What follows belongs to an exercise in optimizing a design on an open flow for small area, a short achievable clock period and few clock cycles per item; a production flow would make more cautious choices.
Power and IR drop assume default switching activity.

Setup of lane 3:
## wfg_divcalc
module wfg_divcalc (
    input  wire        clk,
    input  wire        rst,         
    input  wire        start,       
    input  wire [31:0] sysclk_hz,   
    input  wire [31:0] freq,        
    input  wire [31:0] len,         
    output wire        ready,
    output reg         done,        
    output wire [31:0] divider
);
For scale: about 1700 cells after synthesis, ~15000 µm² of cells after synthesis.
==> module wfg_divcalc, before the edit <==
module wfg_divcalc (
    input  wire        clk,
    input  wire        rst,         
    input  wire        start,       
    input  wire [31:0] sysclk_hz,   
    input  wire [31:0] freq,        
    input  wire [31:0] len,         
    output wire        ready,
    output reg         done,        
    output wire [31:0] divider
);
    reg        a_full;      
    reg        a_fin;       
    reg [31:0] an;          
    reg [31:0] af;          
    reg        afovf;       
    reg [31:0] al;          
    reg [31:0] acc;         
    reg        abig;        
    reg        b_busy;
    reg  [5:0] count;       
    reg        nleft;       
    reg        n2left;      
    reg [31:0] xq;          
    reg [31:0] r;           
    reg [31:0] d;           
    reg        bbig;        
    reg        rdy;         
    wire take   = a_full & a_fin & ~b_busy;    
    wire a_free = ~a_full | take;              
    assign ready   = rdy;
    assign divider = {xq[23:0], 8'h00};
    wire [31:0] sum;
    wire        sum_c;
    skl_add #(.W(32)) u_mul (.a(acc), .b(af & {32{al[0]}}), .cin(1'b0), .s(sum), .cout(sum_c));
    wire        ovf_nxt = (al[0] & afovf) | sum_c;
    wire        mul_end = (al[31:1] == 31'd0);
    wire        x1      = nleft & xq[31];
    wire        x2      = n2left & xq[30];
    wire [32:0] t1      = {r, x1};
    wire [32:0] s1;
    wire        q1;      
    skl_add #(.W(33)) u_div1 (.a(t1), .b(~{1'b0, d}), .cin(1'b1), .s(s1), .cout(q1));
    wire [33:0] t2      = {r, x1, x2};
    wire [33:0] s2;
    wire        q2;      
    skl_add #(.W(34)) u_div2 (.a(t2), .b(~{2'b00, d}), .cin(1'b1), .s(s2), .cout(q2));
    wire        room2   = (count >= 6'd10) || (count >= 6'd2 && count <= 6'd8);
    wire        two     = ~q1 & room2;
    wire [31:0] r_two   = q2 ? s2[31:0] : t2[31:0];
    wire  [7:0] x8      = nleft ? xq[31:24] : 8'h00;
    wire [31:0] lo8;
    wire        ge8;     
    skl_add #(.W(32)) u_cmp (.a({r[23:0], x8}), .b(~d), .cin(1'b1), .s(lo8), .cout(ge8));
    wire        skip    = ~ge8 && (r[31:24] == 8'd0) && (count >= 6'd16 || count == 6'd8);
    wire        hi_zero = (xq == 32'd0);    
    wire        clamp   = bbig | ((count == 6'd8) & hi_zero);
    wire  [5:0] cnt_m1  = count - 6'd1;
    wire  [5:0] cnt_m2  = count - 6'd2;
    wire  [5:0] cnt_m8  = count - 6'd8;
    wire  [5:0] cnt_nxt = skip ? cnt_m8 : two ? cnt_m2 : cnt_m1;
    wire        last    = clamp | (count == 6'd1) | ((count == 6'd2) & ~q1) | ((count == 6'd8) & skip);
    wire a_full_n = a_free ? start : a_full;
    wire a_fin_n  = a_free ? 1'b0 : (a_fin | ovf_nxt | mul_end);
    wire b_busy_n = take | (b_busy & ~last);
    always @(posedge clk) begin
        if (rst) begin
            a_full <= 1'b0;
            a_fin  <= 1'b0;
            b_busy <= 1'b0;
            rdy    <= 1'b1;
            done   <= 1'b0;
        end else begin
            a_full <= a_full_n;
            a_fin  <= a_fin_n;
            b_busy <= b_busy_n;
            rdy    <= ~a_full_n | (a_fin_n & ~b_busy_n);
            done   <= b_busy & last;
        end
    end
    always @(posedge clk) begin
        if (a_free) begin
            an    <= sysclk_hz;
            af    <= freq;
            al    <= len;
            acc   <= 32'd0;
            afovf <= 1'b0;
            abig  <= 1'b0;
        end else begin
            af    <= {af[30:0], 1'b0};
            al    <= {1'b0, al[31:1]};
            if (!a_fin) begin
                acc   <= sum;
                afovf <= afovf | af[31];
                abig  <= ovf_nxt;
            end
        end
    end
    always @(posedge clk) begin
        if (take) begin
            xq    <= an;
            r     <= 32'd0;
            d     <= acc;
            bbig  <= abig;
            count <= 6'd40;
            nleft <= 1'b1;
            n2left <= 1'b1;
        end else begin
            r      <= skip ? {r[23:0], x8} : two ? r_two : q1 ? s1[31:0] : t1[31:0];
            count  <= cnt_nxt;
            nleft  <= (cnt_nxt > 6'd8);
            n2left <= (cnt_nxt > 6'd9);
            if (clamp)
                xq[23:0] <= 24'h000100;
            else
                xq <= skip ? {xq[23:0], 8'h00} : two ? {xq[29:0], 1'b0, q2} : {xq[30:0], q1};
        end
    end
endmodule
clock: 10.0 ns
lec_check: 0
cap_margin: 20
core_margin: 2
core_utilization: 40
place_density: 0.6
slew_margin: 20
standard.sh (not shown) runs the stock make flow with config.mk's settings and CLKGATE_MAP_FILE= SYNTH_SCRIPT=/design/flow/synth_recipe.tcl, a recipe that flattens the netlist after the stock synthesis.
==> flow/flow/run.sh <==
#!/bin/bash
# Layout flow: the standard flow, with two changes to how the layout is
# made (the constraints, the clock period and the synthesis are unchanged):
#  - the port buffers are buf_4 cells instead of the resizer's default pick
#  - the slow delay cells are not used as repair buffers
#  - timing repair aims for 7.0 ns of setup slack, i.e. paths of at most 3.0 ns
# Each tool's full output goes to a log file in this folder.
set -euo pipefail

# the platform's don't-use list, plus the delay cells
DU="sky130_fd_sc_hd__probe_p_8 sky130_fd_sc_hd__probec_p_8 sky130_fd_sc_hd__lpflow_bleeder_1 sky130_fd_sc_hd__lpflow_clkbufkapwr_1 sky130_fd_sc_hd__lpflow_clkbufkapwr_16 sky130_fd_sc_hd__lpflow_clkbufkapwr_2 sky130_fd_sc_hd__lpflow_clkbufkapwr_4 sky130_fd_sc_hd__lpflow_clkbufkapwr_8 sky130_fd_sc_hd__lpflow_clkinvkapwr_1 sky130_fd_sc_hd__lpflow_clkinvkapwr_16 sky130_fd_sc_hd__lpflow_clkinvkapwr_2 sky130_fd_sc_hd__lpflow_clkinvkapwr_4 sky130_fd_sc_hd__lpflow_clkinvkapwr_8 sky130_fd_sc_hd__lpflow_decapkapwr_12 sky130_fd_sc_hd__lpflow_decapkapwr_3 sky130_fd_sc_hd__lpflow_decapkapwr_4 sky130_fd_sc_hd__lpflow_decapkapwr_6 sky130_fd_sc_hd__lpflow_decapkapwr_8 sky130_fd_sc_hd__lpflow_inputiso0n_1 sky130_fd_sc_hd__lpflow_inputiso0p_1 sky130_fd_sc_hd__lpflow_inputiso1n_1 sky130_fd_sc_hd__lpflow_inputiso1p_1 sky130_fd_sc_hd__lpflow_inputisolatch_1 sky130_fd_sc_hd__lpflow_isobufsrc_1 sky130_fd_sc_hd__lpflow_isobufsrc_16 sky130_fd_sc_hd__lpflow_isobufsrc_2 sky130_fd_sc_hd__lpflow_isobufsrc_4 sky130_fd_sc_hd__lpflow_isobufsrc_8 sky130_fd_sc_hd__lpflow_isobufsrckapwr_16 sky130_fd_sc_hd__lpflow_lsbuf_lh_hl_isowell_tap_1 sky130_fd_sc_hd__lpflow_lsbuf_lh_hl_isowell_tap_2 sky130_fd_sc_hd__lpflow_lsbuf_lh_hl_isowell_tap_4 sky130_fd_sc_hd__lpflow_lsbuf_lh_isowell_4 sky130_fd_sc_hd__lpflow_lsbuf_lh_isowell_tap_1 sky130_fd_sc_hd__lpflow_lsbuf_lh_isowell_tap_2 sky130_fd_sc_hd__lpflow_lsbuf_lh_isowell_tap_4"
DU="$DU sky130_fd_sc_hd__clkdlybuf4s15_1 sky130_fd_sc_hd__clkdlybuf4s15_2 sky130_fd_sc_hd__clkdlybuf4s18_1 sky130_fd_sc_hd__clkdlybuf4s18_2 sky130_fd_sc_hd__clkdlybuf4s25_1 sky130_fd_sc_hd__clkdlybuf4s25_2 sky130_fd_sc_hd__clkdlybuf4s50_1 sky130_fd_sc_hd__clkdlybuf4s50_2 sky130_fd_sc_hd__dlygate4sd1_1 sky130_fd_sc_hd__dlygate4sd2_1 sky130_fd_sc_hd__dlygate4sd3_1 sky130_fd_sc_hd__dlymetal6s2s_1 sky130_fd_sc_hd__dlymetal6s4s_1 sky130_fd_sc_hd__dlymetal6s6s_1"

# the standard synthesis, unchanged
bash standard.sh synth > synth.log 2>&1

# floorplan to final layout
bash standard.sh "DONT_USE_CELLS=$DU" "BUFFER_PORTS_ARGS=-buffer_cell sky130_fd_sc_hd__buf_4" SETUP_SLACK_MARGIN=7.0 finish > layout.log 2>&1
Lane 3 reached the final stage; the timing, design-rule and antenna checks on its layout passed.
Edits applied to the flow inputs when going from lane 3 to lane 4:
diff --git a/flow/design.v b/flow/design.v
--- a/flow/design.v
+++ b/flow/design.v
@@ -19,9 +19,8 @@
     reg        abig;        
     reg        b_busy;
     reg  [5:0] count;       
     reg        nleft;       
-    reg        n2left;      
     reg [31:0] xq;          
     reg [31:0] r;           
     reg [31:0] d;           
     reg        bbig;        
@@ -35,32 +34,24 @@
     skl_add #(.W(32)) u_mul (.a(acc), .b(af & {32{al[0]}}), .cin(1'b0), .s(sum), .cout(sum_c));
     wire        ovf_nxt = (al[0] & afovf) | sum_c;
     wire        mul_end = (al[31:1] == 31'd0);
     wire        x1      = nleft & xq[31];
-    wire        x2      = n2left & xq[30];
-    wire [32:0] t1      = {r, x1};
-    wire [32:0] s1;
-    wire        q1;      
-    skl_add #(.W(33)) u_div1 (.a(t1), .b(~{1'b0, d}), .cin(1'b1), .s(s1), .cout(q1));
-    wire [33:0] t2      = {r, x1, x2};
-    wire [33:0] s2;
-    wire        q2;      
-    skl_add #(.W(34)) u_div2 (.a(t2), .b(~{2'b00, d}), .cin(1'b1), .s(s2), .cout(q2));
-    wire        room2   = (count >= 6'd10) || (count >= 6'd2 && count <= 6'd8);
-    wire        two     = ~q1 & room2;
-    wire [31:0] r_two   = q2 ? s2[31:0] : t2[31:0];
+    wire [32:0] trial   = {r, x1};
+    wire [32:0] diff;
+    wire        q_bit;   
+    skl_add #(.W(33)) u_div (.a(trial), .b(~{1'b0, d}), .cin(1'b1), .s(diff), .cout(q_bit));
+    wire [31:0] r_step  = q_bit ? diff[31:0] : trial[31:0];
     wire  [7:0] x8      = nleft ? xq[31:24] : 8'h00;
     wire [31:0] lo8;
     wire        ge8;     
     skl_add #(.W(32)) u_cmp (.a({r[23:0], x8}), .b(~d), .cin(1'b1), .s(lo8), .cout(ge8));
     wire        skip    = ~ge8 && (r[31:24] == 8'd0) && (count >= 6'd16 || count == 6'd8);
     wire        hi_zero = (xq == 32'd0);    
     wire        clamp   = bbig | ((count == 6'd8) & hi_zero);
     wire  [5:0] cnt_m1  = count - 6'd1;
-    wire  [5:0] cnt_m2  = count - 6'd2;
     wire  [5:0] cnt_m8  = count - 6'd8;
-    wire  [5:0] cnt_nxt = skip ? cnt_m8 : two ? cnt_m2 : cnt_m1;
-    wire        last    = clamp | (count == 6'd1) | ((count == 6'd2) & ~q1) | ((count == 6'd8) & skip);
+    wire  [5:0] cnt_nxt = skip ? cnt_m8 : cnt_m1;
+    wire        last    = clamp | (count == 6'd1) | ((count == 6'd8) & skip);
     wire a_full_n = a_free ? start : a_full;
     wire a_fin_n  = a_free ? 1'b0 : (a_fin | ovf_nxt | mul_end);
     wire b_busy_n = take | (b_busy & ~last);
     always @(posedge clk) begin
@@ -103,18 +94,16 @@
             d     <= acc;
             bbig  <= abig;
             count <= 6'd40;
             nleft <= 1'b1;
-            n2left <= 1'b1;
         end else begin
-            r      <= skip ? {r[23:0], x8} : two ? r_two : q1 ? s1[31:0] : t1[31:0];
-            count  <= cnt_nxt;
-            nleft  <= (cnt_nxt > 6'd8);
-            n2left <= (cnt_nxt > 6'd9);
+            r     <= skip ? {r[23:0], x8} : r_step;
+            count <= cnt_nxt;
+            nleft <= skip ? (count > 6'd16) : (count > 6'd9);
             if (clamp)
                 xq[23:0] <= 24'h000100;
             else
-                xq <= skip ? {xq[23:0], 8'h00} : two ? {xq[29:0], 1'b0, q2} : {xq[30:0], q1};
+                xq <= skip ? {xq[23:0], 8'h00} : {xq[30:0], q_bit};
         end
     end
 endmodule
 module skl_add #(parameter integer W = 32) (
## What came out
- Lane 4 reached the final stage; the timing, design-rule and antenna checks on its layout passed.
- Run comparison: lane 4 worst setup path endpoint acc[22]$_SDFFE_PN0N_; lane 3 worst setup path endpoint r[2]$_SDFF_PP0_
- Compared lane 4 vs lane 3, and total power after layout is down in lane 4.
- Comparing lane 3 and lane 4, maximum VDD drop is lower on lane 4.
- Compared with lane 3, in lane 4 share of the yosys chip area belonging to registers now sits higher, register share of the cell area now sits higher.
- Global-route usage for lane 4 is lower than for lane 3.
- Changes observed in lane 4 relative to lane 3: relative contribution of combinational cells to total power went down 25 points; count of non-CTS buffers in the layout decreased 35%.
Function was not checked in any run of this note: the RTL went through the layout flow alone.

========
wfg_divcalc, a different RTL version from the one above (not shown whole).
For scale: ~240 flip-flops, ~0.015 mm² of cells after synthesis.
==> module wfg_divcalc, before the edit <==
module wfg_divcalc (
    input  wire        clk,
    input  wire        rst,         
    input  wire        start,       
    input  wire [31:0] sysclk_hz,   
    input  wire [31:0] freq,        
    input  wire [31:0] len,         
    output wire        ready,
    output reg         done,        
    output wire [31:0] divider
);
    reg        a_full;      
    reg        a_fin;       
    reg [31:0] an;          
    reg [31:0] af;          
    reg        afovf;       
    reg [31:0] al;          
    reg [31:0] acc;         
    reg        abig;        
    reg        b_busy;
    reg  [5:0] count;       
    reg        nleft;       
    reg        n2left;      
    reg [31:0] xq;          
    reg [31:0] r;           
    reg [31:0] d;           
    reg        bbig;        
    wire take   = a_full & a_fin & ~b_busy;    
    assign ready   = ~a_full;
    assign divider = {xq[23:0], 8'h00};
    wire [31:0] sum;
    wire        sum_c;
    skl_add #(.W(32)) u_mul (.a(acc), .b(af & {32{al[0]}}), .cin(1'b0), .s(sum), .cout(sum_c));
    wire        ovf_nxt = abig | (al[0] & afovf) | sum_c;
    wire        mul_end = (al[31:1] == 31'd0);
    wire        x1      = nleft & xq[31];
    wire        x2      = n2left & xq[30];
    wire [32:0] t1      = {r, x1};
    wire [32:0] s1;
    wire        q1;      
    skl_add #(.W(33)) u_div1 (.a(t1), .b(~{1'b0, d}), .cin(1'b1), .s(s1), .cout(q1));
    wire [33:0] t2      = {r, x1, x2};
    wire [33:0] s2;
    wire        q2;      
    skl_add #(.W(34)) u_div2 (.a(t2), .b(~{2'b00, d}), .cin(1'b1), .s(s2), .cout(q2));
    wire        room2   = (count >= 6'd10) || (count >= 6'd2 && count <= 6'd8);
    wire        two     = ~q1 & room2;
    wire [31:0] r_two   = q2 ? s2[31:0] : t2[31:0];
    wire  [7:0] x8      = nleft ? xq[31:24] : 8'h00;
    wire [31:0] lo8;
    wire        ge8;     
    skl_add #(.W(32)) u_cmp (.a({r[23:0], x8}), .b(~d), .cin(1'b1), .s(lo8), .cout(ge8));
    wire        skip    = ~ge8 && (r[31:24] == 8'd0) && (count >= 6'd16 || count == 6'd8);
    wire        hi_zero = (xq == 32'd0);    
    wire        clamp   = bbig | ((count == 6'd8) & hi_zero);
    wire  [5:0] cnt_m1  = count - 6'd1;
    wire  [5:0] cnt_m2  = count - 6'd2;
    wire  [5:0] cnt_m8  = count - 6'd8;
    wire  [5:0] cnt_nxt = skip ? cnt_m8 : two ? cnt_m2 : cnt_m1;
    wire        last    = clamp | (count == 6'd1) | ((count == 6'd2) & ~q1) | ((count == 6'd8) & skip);
    always @(posedge clk) begin
        if (rst) begin
            a_full <= 1'b0;
            a_fin  <= 1'b0;
            b_busy <= 1'b0;
            done   <= 1'b0;
        end else begin
            if (!a_full) begin
                a_full <= start;
                a_fin  <= 1'b0;
            end else begin
                if (take)
                    a_full <= 1'b0;
                a_fin <= a_fin | mul_end | abig;
            end
            b_busy <= take | (b_busy & ~last);
            done   <= b_busy & last;
        end
    end
    always @(posedge clk) begin
        if (!a_full) begin
            an    <= sysclk_hz;
            af    <= freq;
            al    <= len;
            acc   <= 32'd0;
            afovf <= 1'b0;
            abig  <= 1'b0;
        end else begin
            af    <= {af[30:0], 1'b0};
            al    <= {1'b0, al[31:1]};
            if (!a_fin) begin
                acc   <= sum;
                afovf <= afovf | af[31];
                abig  <= ovf_nxt;
            end
        end
    end
    always @(posedge clk) begin
        if (take) begin
            xq    <= an;
            r     <= 32'd0;
            d     <= acc;
            bbig  <= abig;
            count <= 6'd40;
            nleft <= 1'b1;
            n2left <= 1'b1;
        end else begin
            r      <= skip ? {r[23:0], x8} : two ? r_two : q1 ? s1[31:0] : t1[31:0];
            count  <= cnt_nxt;
            nleft  <= (cnt_nxt > 6'd8);
            n2left <= (cnt_nxt > 6'd9);
            if (clamp)
                xq <= 32'h0000_0100;
            else
                xq <= skip ? {xq[23:0], 8'h00} : two ? {xq[29:0], 1'b0, q2} : {xq[30:0], q1};
        end
    end
endmodule
export LEC_CHECK = 0
export CAP_MARGIN = 20
export CORE_MARGIN = 2
export CORE_UTILIZATION = 40
export PLACE_DENSITY = 0.6
export SLEW_MARGIN = 20
create_clock -name core_clock -period 10.0 [get_ports {clk}]
==> flow/flow/run.sh <==
#!/bin/bash
# Layout flow: the standard flow, with two changes to how the layout is
# made (the constraints, the clock period and the synthesis are unchanged):
#  - the port buffers are buf_2 cells instead of the resizer's default pick
#  - the slow delay cells are not used as repair buffers
#  - timing repair aims for 6.4 ns of setup slack, i.e. paths of at most 3.6 ns
# Each tool's full output goes to a log file in this folder.
set -euo pipefail

# the platform's don't-use list, plus the delay cells
DU="sky130_fd_sc_hd__probe_p_8 sky130_fd_sc_hd__probec_p_8 sky130_fd_sc_hd__lpflow_bleeder_1 sky130_fd_sc_hd__lpflow_clkbufkapwr_1 sky130_fd_sc_hd__lpflow_clkbufkapwr_16 sky130_fd_sc_hd__lpflow_clkbufkapwr_2 sky130_fd_sc_hd__lpflow_clkbufkapwr_4 sky130_fd_sc_hd__lpflow_clkbufkapwr_8 sky130_fd_sc_hd__lpflow_clkinvkapwr_1 sky130_fd_sc_hd__lpflow_clkinvkapwr_16 sky130_fd_sc_hd__lpflow_clkinvkapwr_2 sky130_fd_sc_hd__lpflow_clkinvkapwr_4 sky130_fd_sc_hd__lpflow_clkinvkapwr_8 sky130_fd_sc_hd__lpflow_decapkapwr_12 sky130_fd_sc_hd__lpflow_decapkapwr_3 sky130_fd_sc_hd__lpflow_decapkapwr_4 sky130_fd_sc_hd__lpflow_decapkapwr_6 sky130_fd_sc_hd__lpflow_decapkapwr_8 sky130_fd_sc_hd__lpflow_inputiso0n_1 sky130_fd_sc_hd__lpflow_inputiso0p_1 sky130_fd_sc_hd__lpflow_inputiso1n_1 sky130_fd_sc_hd__lpflow_inputiso1p_1 sky130_fd_sc_hd__lpflow_inputisolatch_1 sky130_fd_sc_hd__lpflow_isobufsrc_1 sky130_fd_sc_hd__lpflow_isobufsrc_16 sky130_fd_sc_hd__lpflow_isobufsrc_2 sky130_fd_sc_hd__lpflow_isobufsrc_4 sky130_fd_sc_hd__lpflow_isobufsrc_8 sky130_fd_sc_hd__lpflow_isobufsrckapwr_16 sky130_fd_sc_hd__lpflow_lsbuf_lh_hl_isowell_tap_1 sky130_fd_sc_hd__lpflow_lsbuf_lh_hl_isowell_tap_2 sky130_fd_sc_hd__lpflow_lsbuf_lh_hl_isowell_tap_4 sky130_fd_sc_hd__lpflow_lsbuf_lh_isowell_4 sky130_fd_sc_hd__lpflow_lsbuf_lh_isowell_tap_1 sky130_fd_sc_hd__lpflow_lsbuf_lh_isowell_tap_2 sky130_fd_sc_hd__lpflow_lsbuf_lh_isowell_tap_4"
DU="$DU sky130_fd_sc_hd__clkdlybuf4s15_1 sky130_fd_sc_hd__clkdlybuf4s15_2 sky130_fd_sc_hd__clkdlybuf4s18_1 sky130_fd_sc_hd__clkdlybuf4s18_2 sky130_fd_sc_hd__clkdlybuf4s25_1 sky130_fd_sc_hd__clkdlybuf4s25_2 sky130_fd_sc_hd__clkdlybuf4s50_1 sky130_fd_sc_hd__clkdlybuf4s50_2 sky130_fd_sc_hd__dlygate4sd1_1 sky130_fd_sc_hd__dlygate4sd2_1 sky130_fd_sc_hd__dlygate4sd3_1 sky130_fd_sc_hd__dlymetal6s2s_1 sky130_fd_sc_hd__dlymetal6s4s_1 sky130_fd_sc_hd__dlymetal6s6s_1"

# the standard synthesis, unchanged
bash standard.sh synth > synth.log 2>&1

# floorplan to final layout
bash standard.sh "DONT_USE_CELLS=$DU" "BUFFER_PORTS_ARGS=-buffer_cell sky130_fd_sc_hd__buf_2" SETUP_SLACK_MARGIN=6.4 finish > layout.log 2>&1
==> next run, changes <==
--- a/flow/design.v
+++ b/flow/design.v
@@ -24,8 +24,9 @@
     reg [31:0] xq;          
     reg [31:0] r;           
     reg [31:0] d;           
     reg        bbig;        
+    reg        skip;        
     wire take   = a_full & a_fin & ~b_busy;    
     assign ready   = ~a_full;
     assign divider = {xq[23:0], 8'h00};
     wire [31:0] sum;
@@ -45,20 +46,21 @@
     skl_add #(.W(34)) u_div2 (.a(t2), .b(~{2'b00, d}), .cin(1'b1), .s(s2), .cout(q2));
     wire        room2   = (count >= 6'd10) || (count >= 6'd2 && count <= 6'd8);
     wire        two     = ~q1 & room2;
     wire [31:0] r_two   = q2 ? s2[31:0] : t2[31:0];
-    wire  [7:0] x8      = nleft ? xq[31:24] : 8'h00;
-    wire [31:0] lo8;
-    wire        ge8;     
-    skl_add #(.W(32)) u_cmp (.a({r[23:0], x8}), .b(~d), .cin(1'b1), .s(lo8), .cout(ge8));
-    wire        skip    = ~ge8 && (r[31:24] == 8'd0) && (count >= 6'd16 || count == 6'd8);
+    wire [31:0] lo16;
+    wire        ge16;    
+    skl_add #(.W(32)) u_cmp (.a({r[15:0], xq[31:16]}), .b(~d), .cin(1'b1), .s(lo16), .cout(ge16));
+    wire        skip_n  = skip & ~ge16 & (r[31:16] == 16'd0) & (count >= 6'd24);
+    wire        skip_0  = (acc[31:8] != 24'd0) | (acc[7:0] > an[31:24]);
+    wire  [7:0] x8      = xq[31:24];
     wire        hi_zero = (xq == 32'd0);    
     wire        clamp   = bbig | ((count == 6'd8) & hi_zero);
     wire  [5:0] cnt_m1  = count - 6'd1;
     wire  [5:0] cnt_m2  = count - 6'd2;
     wire  [5:0] cnt_m8  = count - 6'd8;
     wire  [5:0] cnt_nxt = skip ? cnt_m8 : two ? cnt_m2 : cnt_m1;
-    wire        last    = clamp | (count == 6'd1) | ((count == 6'd2) & ~q1) | ((count == 6'd8) & skip);
+    wire        last    = clamp | (count == 6'd1) | ((count == 6'd2) & ~q1);
     always @(posedge clk) begin
         if (rst) begin
             a_full <= 1'b0;
             a_fin  <= 1'b0;
@@ -103,15 +105,17 @@
             bbig  <= abig;
             count <= 6'd40;
             nleft <= 1'b1;
             n2left <= 1'b1;
+            skip  <= skip_0;
         end else begin
             r      <= skip ? {r[23:0], x8} : two ? r_two : q1 ? s1[31:0] : t1[31:0];
             count  <= cnt_nxt;
+            skip   <= skip_n;
             nleft  <= (cnt_nxt > 6'd8);
             n2left <= (cnt_nxt > 6'd9);
             if (clamp)
-                xq <= 32'h0000_0100;
+                xq[23:0] <= 24'h000100;
             else
                 xq <= skip ? {xq[23:0], 8'h00} : two ? {xq[29:0], 1'b0, q2} : {xq[30:0], q1};
         end
     end
Outcome: The changed run ran to the end with no violations. Cell count goes down slightly. Synthesized area barely changes. Maximum frequency increases slightly. Routed wire length is higher slightly. Non-clock buffer count came out higher by 14. Register-to-register slack gains 20 ps. Design area went up slightly. Core utilization went up by 0.39 points. Flip-flop and latch count rose by 1.
No functional check of the RTL was part of any run of this note.

-- static timing again, ports no longer ideal --
How much do the figures lean on ideal ports? The routed layouts below were timed once more, with nothing changed but the port constraints.
Step 1, drivers: a clkbuf_16 drives clk and a buf_2 each remaining input, both assumed.
Step 2 adds t to the input delays and takes it off the output delays; t is the mean of the earliest and latest rising clock arrival at the registers after step 1. Input paths then give back, and output paths get back, about the clock's delay inside the block.
a / b / c = no drivers / after step 1 / after step 2; a / b = the first two.
run	t (ns)	slack for setup (ns)	hold WS [ns]	worst slew at a driven data input, ns	pins driven straight from the clock port
lane 3	0.615	6.442 / 6.442 / 6.442	0.435 / 0.435 / 0.435	0.05	1
lane 4	0.589	6.232 / 6.232 / 6.232	0.434 / 0.434 / 0.434	0.05	1
the first run of note 2	0.589	6.442 / 6.442 / 6.442	0.448 / 0.448 / 0.448	0.07	1
the second run of note 2	0.605	6.465 / 6.465 / 6.465	0.445 / 0.445 / 0.445	0.05	1
After both steps setup and hold are still met in every run listed.
